This is an optimization exercise on Yosys and OpenROAD, whose aim is small area, not a production implementation.
The RTL of this run was laid out without a check of its function.
No activity file was given, so power comes from the tool's default toggle rates.

`flow/run.sh`:
```
#!/bin/bash
# synth_recipe.tcl (not shown) runs the flow's synth.tcl, then flattens the netlist and writes it again
# the make line also repeats each setting of config.mk as NAME=value (left out here)
make -C /OpenROAD-flow-scripts/flow DESIGN_CONFIG=/design/flow/config.mk WORK_HOME=/design/flow/orfs CLKGATE_MAP_FILE= SYNTH_SCRIPT=/design/flow/synth_recipe.tcl finish
```
`flow/config.mk`:
```
export PLATFORM = sky130hd
export DESIGN_NAME = wco_fsync
export DESIGN_NICKNAME = wco_fsync
export VERILOG_FILES = /design/flow/design.v
export SDC_FILE = /design/flow/constraint.sdc
export NUM_CORES = 4
export LEC_CHECK = 0
export CAP_MARGIN = 20
export CORE_MARGIN = 2
export CORE_UTILIZATION = 40
export SLEW_MARGIN = 20
```
`flow/constraint.sdc`:
```
create_clock -name core_clock -period 6.0 [get_ports {clk}]
set_input_delay 1.2000 -clock core_clock [delete_from_list [all_inputs] [get_ports {clk}]]
set_output_delay 1.2000 -clock core_clock [all_outputs]
set_load 0.01 [all_outputs]
```
`flow/design.v`:
```
module wco_eval (
    input  wire [71:0] frame,           
    input  wire [7:0]  cfg_disc_push,
    input  wire [7:0]  cfg_disc_qa,
    input  wire        cfg_mask_high,
    input  wire        cfg_fault_en,
    input  wire        acc_push,
    input  wire        acc_qa,
    output reg         frame_valid,
    output reg         reading_valid,
    output reg  [2:0]  err,
    output reg         kind,
    output reg  [15:0] raw,
    output reg         fault
);
    localparam [2:0] ERR_NONE     = 3'd0;
    localparam [2:0] ERR_FRAMING  = 3'd1;
    localparam [2:0] ERR_CHECKSUM = 3'd2;
    localparam [2:0] ERR_RANGE    = 3'd4;
    localparam [15:0] RANGE_MAX   = 16'd5000;
    wire [7:0] f1 = frame[63:56];
    wire [7:0] f2 = frame[55:48];
    wire [7:0] f3 = frame[47:40];
    wire [7:0] f4 = frame[39:32];
    wire [7:0] f5 = frame[31:24];
    wire [7:0] f6 = frame[23:16];
    wire [7:0] f7 = frame[15:8];
    wire [7:0] f8 = frame[7:0];
    wire is_push  = (f1 == cfg_disc_push);
    wire is_qa    = (f1 == cfg_disc_qa);
    wire accepted = (is_push & acc_push) | (is_qa & acc_qa);
    wire [7:0] sum   = f1 + f2 + f3 + f4 + f5 + f6 + f7;
    wire [7:0] cksum = (~sum) + 8'd1;
    wire       cks_ok = (cksum == f8);
    wire [7:0]  hi = is_push ? f4 : f2;
    wire [7:0]  lo = is_push ? f5 : f3;
    wire [15:0] count = cfg_mask_high ? {3'b000, hi[4:0], lo} : {hi, lo};
    wire        in_range = (count <= RANGE_MAX);
    always @(*) begin
        frame_valid   = 1'b0;
        reading_valid = 1'b0;
        err           = ERR_NONE;
        kind          = 1'b0;
        raw           = 16'd0;
        fault         = 1'b0;
        if (!accepted) begin
            err = ERR_FRAMING;
        end else if (!cks_ok) begin
            err = ERR_CHECKSUM;
        end else begin
            frame_valid   = 1'b1;
            reading_valid = in_range;
            err           = in_range ? ERR_NONE : ERR_RANGE;
            kind          = is_qa;
            raw           = count;
            fault         = cfg_fault_en & hi[7];
        end
    end
endmodule
module wco_fsync (
    input  wire        clk,
    input  wire        rst_n,             
    input  wire [7:0]  cfg_start,
    input  wire [7:0]  cfg_disc_push,
    input  wire [7:0]  cfg_disc_qa,
    input  wire        cfg_early_disc,
    input  wire        cfg_mask_high,
    input  wire        cfg_fault_en,
    input  wire        rx_valid,
    input  wire [7:0]  rx_byte,
    input  wire        ctl_discard,
    input  wire        ctl_clr,
    input  wire        ctl_acc_push,
    input  wire        ctl_acc_qa,
    output reg         o_frame_valid,
    output reg         o_reading_valid,
    output reg  [2:0]  o_err,
    output reg         o_kind,
    output reg  [71:0] o_frame,
    output reg  [15:0] o_raw,
    output reg         o_fault,
    output wire [3:0]  o_idx
);
    localparam [2:0] ERR_FRAMING = 3'd1;
    reg [7:0] buf0, buf1, buf2, buf3, buf4, buf5, buf6, buf7;
    reg [3:0] idx;
    assign o_idx = idx;
    wire feed = !ctl_clr && rx_valid && !ctl_discard;
    wire b_is_start = (rx_byte == cfg_start);
    wire b_is_disc  = (rx_byte == cfg_disc_push) || (rx_byte == cfg_disc_qa);
    wire early_rej  = cfg_early_disc && !b_is_disc;
    wire [71:0] cand = {buf0, buf1, buf2, buf3, buf4, buf5, buf6, buf7, rx_byte};
    wire        ev_frame_valid, ev_reading_valid, ev_kind, ev_fault;
    wire [2:0]  ev_err;
    wire [15:0] ev_raw;
    wco_eval u_eval (
        .frame         (cand),
        .cfg_disc_push (cfg_disc_push),
        .cfg_disc_qa   (cfg_disc_qa),
        .cfg_mask_high (cfg_mask_high),
        .cfg_fault_en  (cfg_fault_en),
        .acc_push      (ctl_acc_push),
        .acc_qa        (ctl_acc_qa),
        .frame_valid   (ev_frame_valid),
        .reading_valid (ev_reading_valid),
        .err           (ev_err),
        .kind          (ev_kind),
        .raw           (ev_raw),
        .fault         (ev_fault)
    );
    always @(posedge clk) begin
        if (rst_n && feed) begin
            case (idx)
                4'd0: if (b_is_start) buf0 <= rx_byte;
                4'd1: buf1 <= rx_byte;
                4'd2: buf2 <= rx_byte;
                4'd3: buf3 <= rx_byte;
                4'd4: buf4 <= rx_byte;
                4'd5: buf5 <= rx_byte;
                4'd6: buf6 <= rx_byte;
                4'd7: buf7 <= rx_byte;
                default: ;
            endcase
        end
    end
    always @(posedge clk) begin
        if (!rst_n) begin
            idx             <= 4'd0;
            o_frame_valid   <= 1'b0;
            o_reading_valid <= 1'b0;
            o_err           <= 3'd0;
            o_kind          <= 1'b0;
            o_frame         <= 72'd0;
            o_raw           <= 16'd0;
            o_fault         <= 1'b0;
        end else begin
            o_frame_valid   <= 1'b0;
            o_reading_valid <= 1'b0;
            o_err           <= 3'd0;
            o_kind          <= 1'b0;
            o_frame         <= 72'd0;
            o_raw           <= 16'd0;
            o_fault         <= 1'b0;
            if (ctl_clr) begin
                idx <= 4'd0;
            end else if (feed) begin
                case (idx)
                    4'd0: if (b_is_start) idx <= 4'd1;
                    4'd1: begin
                        if (early_rej) begin
                            idx   <= 4'd0;
                            o_err <= ERR_FRAMING;
                        end else begin
                            idx <= 4'd2;
                        end
                    end
                    4'd8: begin
                        idx             <= 4'd0;
                        o_frame_valid   <= ev_frame_valid;
                        o_reading_valid <= ev_reading_valid;
                        o_err           <= ev_err;
                        o_kind          <= ev_kind;
                        o_frame         <= ev_frame_valid ? cand : 72'd0;
                        o_raw           <= ev_raw;
                        o_fault         <= ev_fault;
                    end
                    default: idx <= idx + 4'd1;
                endcase
            end
        end
    end
endmodule
```
==> results.txt <==
The run gives 0 ps as the sum of negative setup slack. Counting every sink on the clock net gives 163. The number of nets handed over by synthesis was 737. The top cell types in the final layout, fill and taps aside, are sky130_fd_sc_hd__clkdlybuf4s50_1 (140), sky130_fd_sc_hd__dfxtp_1 (99), sky130_fd_sc_hd__nor3_1 (78). The routed via count divided by cell count came out at 5.22.

The run gives 0.915 as the routability congestion estimate. Walking the worst path, the cells encountered are fa_1 -> inv_1 -> fa_1 -> fa_1 -> inv_1 -> fa_1 -> inv_1 -> fa_1 -> nand2b_1 -> a21oi_1 -> xor3_1 -> xor2_1 -> o31ai_1 -> nand3_4 -> buf_4 -> nor4_1. In this run the critical register-to-register path is captured at o_raw[2]$_SDFF_PP0_.

At the worst endpoint, the arrival time is 6000 ps. The logs give 8860 um^2 for the total placed instance area and 3010 um^2 for the total area of multi-input combinational cells. The wire length of the first global-routing pass was 31.3 mm. The floorplan has 49 rows. After the last flow step, the layout net total stands at 867. The flow ran to the end and the layout has no timing, DRC or antenna violations. The worst register-to-register path begins at buf1[2]$_DFFE_PP_.

The actual slew at the worst max-slew pin was 1080 ps. Dividing total power by cell area gives a power density of 241 nW/um^2. The run gives 0 as the count of inserted antenna diode cells. After detailed routing, the average wire length per cell comes to 20.0 um. The global route total overflow came out at 0. The total of endpoints with negative setup slack in the final report is 0, and the initial antenna violation count is 0. For the number of global-route vias before repair, the log shows 5526.

The post-synthesis cell area is 7260 um^2. The tools report the origin of the worst setup path as buf1[2]$_DFFE_PP_. The later pin in the worst-skew pair is clocked with a latency of 430 ps.

The detailed router placed 5331 vias in this run. The synthesized design contains 64 enable-type register cells. IR analysis of the VDD net gives a maximum drop of 0.203 mV.

The remaining number of nets flagged by the antenna check after routing was 0. The run gives 176 MHz as the upper clock frequency limit. The path class of the tightest hold or removal check is flip-flop to flip-flop. The tools report the number of CTS-inserted buffers as 17.

On the worst path, the slowest cell contributes a delay of 570 ps. The number of different library cells used by synthesis comes to 43. Pin placement for this block handled 141 I/O pins. The clock transition at the register clock pins on the worst setup and hold paths after CTS was 60 ps; the hold-fix buffer count after cts was 0. The peak fanout along the critical path was 48; the total power was 2.28 mW. The floorplan step set the die height to 139 um. The count of port buffers added during placement came out at 140. The commonest non-fill, non-tap cell in the layout was sky130_fd_sc_hd__clkdlybuf4s50_1. The placed wire-length estimate after detailed placement is 14.6 mm, and the number of buffers and inverters on the critical path is 4. After detailed routing, the number of remaining DRC violations is 0.

Summing all flip-flop and latch instances after layout gives 3900 um^2. The run gives 2 as the buffer levels on the longest clock path. Synthesis produced a netlist whose cell count is 649. In this run the number of H-tree levels came out at 4. The first detailed-routing pass ran for 5 iterations.

The count of final max-slew check failures is 0, and the number of design-rule violations left by the first detailed-router iteration is 348. For this configuration, the core starts out at a cell density of 40.6%. Max-cap violations in this run came to 0. In this run the tightest slew margin relative to its limit is 28.1%. The fraction of registers with async set/reset works out to 0%.

The reported leakage power is 3.21 nW. The slowest stage cell on the critical path is sky130_fd_sc_hd__fa_1. Global routing used 21.3% of the available tracks across all layers. The setup slack of the most critical reg-to-reg path is 310 ps.

The count of state elements after synthesis is 163. The tools report the cell area after layout as 9450 um^2. The run gives 53.7% as the sequential share of the synthesized area. In this run the worst setup path terminates at o_raw[2]$_SDFF_PP0_. The width of the chip was 139 um. The critical path crosses 16 cells after its start point. For this block, the routed nets add up to 20.4 mm of wire. The worst setup path is launched from a flip-flop. The run gives 19300 um^2 as the die area.

TritonCTS built the clock tree. The length in cells of the worst reg-to-reg path came out at 16. The final clock period utilization by the worst path was 94.9%; the total number of yosys warnings was 2. Kind of end point of the critical path: a flip-flop. The signed area change from the synthesized netlist to the final layout was 30.1%; the shortest clock period the worst path allows after layout was 5690 ps. Setup repair after global routing left no endpoint under its margin. The hold violation count in the final report is 0. The fraction of layout instances using a drive strength above 1 works out to 6.57%.

The cell at the root of the clock tree is sky130_fd_sc_hd__clkbuf_16. The cell family contributing the most delay on the critical path is adder cells. The most numerous cell type found on the critical path is sky130_fd_sc_hd__fa_1. The clock arrives with 13.6 ps of skew.

Number of inserted filler cells in the final layout: 1581. Data on the critical path is required at its endpoint by 6310 ps. Entering global routing, the biggest net connects 49 pins. The average cell area after synthesis is 11.2 um^2. The critical path in this run is classified as flip-flop to flip-flop. The core region is 17900 um^2. The most used flip-flop cell after synthesis was sky130_fd_sc_hd__dfxtp_1.
## worst min-delay path by stage
| stage | to | cells past startpoint | startpoint |
|---|---|---|---|
| 2_1_floorplan | o_frame[64]$_SDFF_PP0_ | 2 | buf0[0]$_DFFE_PP_ |
| 3_3_place_gp | o_frame[68]$_SDFF_PP0_ | 2 | buf0[4]$_DFFE_PP_ |
| 3_5_place_dp | o_frame[65]$_SDFF_PP0_ | 2 | buf0[1]$_DFFE_PP_ |
| 4_1_cts | o_frame[65]$_SDFF_PP0_ | 2 | buf0[1]$_DFFE_PP_ |
| 5_1_grt | o_frame[65]$_SDFF_PP0_ | 2 | buf0[1]$_DFFE_PP_ |
| 6_report | o_frame[65]$_SDFF_PP0_ | 2 | buf0[1]$_DFFE_PP_ |
## cells by family after synthesis
logic type / synth area share [%]
adders and majority gates: 11.2
AOI/OAI and AO/OA: 2.81
and+or+nand+nor: 15.6
buffers and inverters: 5.77
DFF: 53.7
xor gates and xnor gates: 8.35
muxes: 2.50
## synthesized netlist by cell type (4+ instances only)
cell / number / area, um^2
sky130_fd_sc_hd__dfxtp_1: 99 / 1980
sky130_fd_sc_hd__nor3_1: 78 / 390
sky130_fd_sc_hd__nand2_1: 77 / 289
sky130_fd_sc_hd__edfxtp_1: 64 / 1920
sky130_fd_sc_hd__inv_1: 54 / 203
sky130_fd_sc_hd__xnor2_1: 46 / 403
sky130_fd_sc_hd__fa_1: 32 / 641
sky130_fd_sc_hd__clkbuf_1: 27 / 101
sky130_fd_sc_hd__nor4_1: 27 / 169
sky130_fd_sc_hd__mux2i_1: 17 / 170
sky130_fd_sc_hd__xor2_1: 16 / 140
sky130_fd_sc_hd__ha_1: 14 / 175
sky130_fd_sc_hd__nor2_1: 12 / 45.0
sky130_fd_sc_hd__a21oi_1: 9 / 45.0
sky130_fd_sc_hd__nand4_1: 8 / 50.1
sky130_fd_sc_hd__and2_1: 7 / 43.8
sky130_fd_sc_hd__nand3_1: 7 / 35.0
sky130_fd_sc_hd__o31ai_1: 7 / 52.6
sky130_fd_sc_hd__buf_6: 6 / 67.6
sky130_fd_sc_hd__buf_2: 5 / 25.0
sky130_fd_sc_hd__or3_1: 4 / 25.0
## layer usage
layer | vias up | part of all wire [%] | wire length [um] | track usage [%]
li1 | 2463 | - | - | -
met1 | 2629 | 44 | 8970 | 28.3
met4 | 0 | 1.7 | 340 | 6.43
met3 | 25 | 6.5 | 1340 | 4.94
met5 | - | 0 | 0 | 0
met2 | 214 | 48 | 9790 | 35.1
## worst min-delay path, delay by kind of cell, from the launching register on
kind             cells  cell delay (ps)
flip-flops           1              360
AND/OR/NAND/NOR      2              110
## sequential cells by signal, summed over array words and instances (netlist names)
signal / count
o_frame: 72
o_raw: 16
buf0: 8
buf1: 8
buf2: 8
buf3: 8
buf4: 8
buf5: 8
buf6: 8
buf7: 8
idx: 4
o_err: 3
o_fault: 1
o_frame_valid: 1
o_kind: 1
o_reading_valid: 1
## through the flow
| step | setup slack, ps | hold WS, ps | util (%) | cells |
|---|---|---|---|---|
| 4_1_cts | 291 | 504 | 52.5 | 1020 |
| 5_1_grt | 2.03 | 536 | 52.8 | 1021 |
| 2_1_floorplan | 1070 | 474 | - | 649 |
| 3_5_place_dp | 315 | 488 | 49.5 | 988 |
| 6_report | 308 | 499 | 52.8 | 1021 |
| 3_3_place_gp | 473 | 493 | 49.5 | 988 |
## where the power goes
| part | total (mW) | internal, mW | switching (mW) |
|---|---|---|---|
| clock network | 1.03 | 0.559 | 0.470 |
| logic | 0.102 | 0.0482 | 0.0538 |
| registers | 1.15 | 1.15 | 0.0000175 |
## final cells by class
class                      count  share of cell area (%)
clock buffer                  19                    4.81
clock inverter                13                    1.01
inverter                      54                    2.15
multi-input combinational    392                    31.9
sequential                   163                    41.3
tap                          229                    3.03
timing repair buffer         151                    15.8
## what timing repair did
action / in CTS / in global routing
setup endpoints to repair: 0 / 7
gates resized for setup: 0 / 4
setup buffers: 0 / 0

-- what the ideal ports hide --
Ports are ideal in the flow. The routed layout listed here was re-timed in OpenROAD.
Step 1 (the two cells are an assumption about what drives the block):
set clk [get_ports {clk}]
set_driving_cell -lib_cell sky130_fd_sc_hd__clkbuf_16 $clk
set_driving_cell -lib_cell sky130_fd_sc_hd__buf_2 [delete_from_list [all_inputs] $clk]
Step 2 moves the port delays by t, midway between the first and last clock arrival at a register: inputs arrive t later, outputs are due t later. That takes back most of the time a late clock gives input paths.
Slacks: no drivers / after step 1 / after step 2; pairs: no drivers / after step 1.
t (ns): 0.468
setup WS [ns]: 0.308 / 0.308 / 0.308
worst hold slack (ns): 0.499 / 0.499 / 0.499
worst setup path after step 2: register to register
After both steps this run still meets setup and hold. The setup slack of this run moves by 0.000 ns with the drivers and by 0.000 ns with both steps.
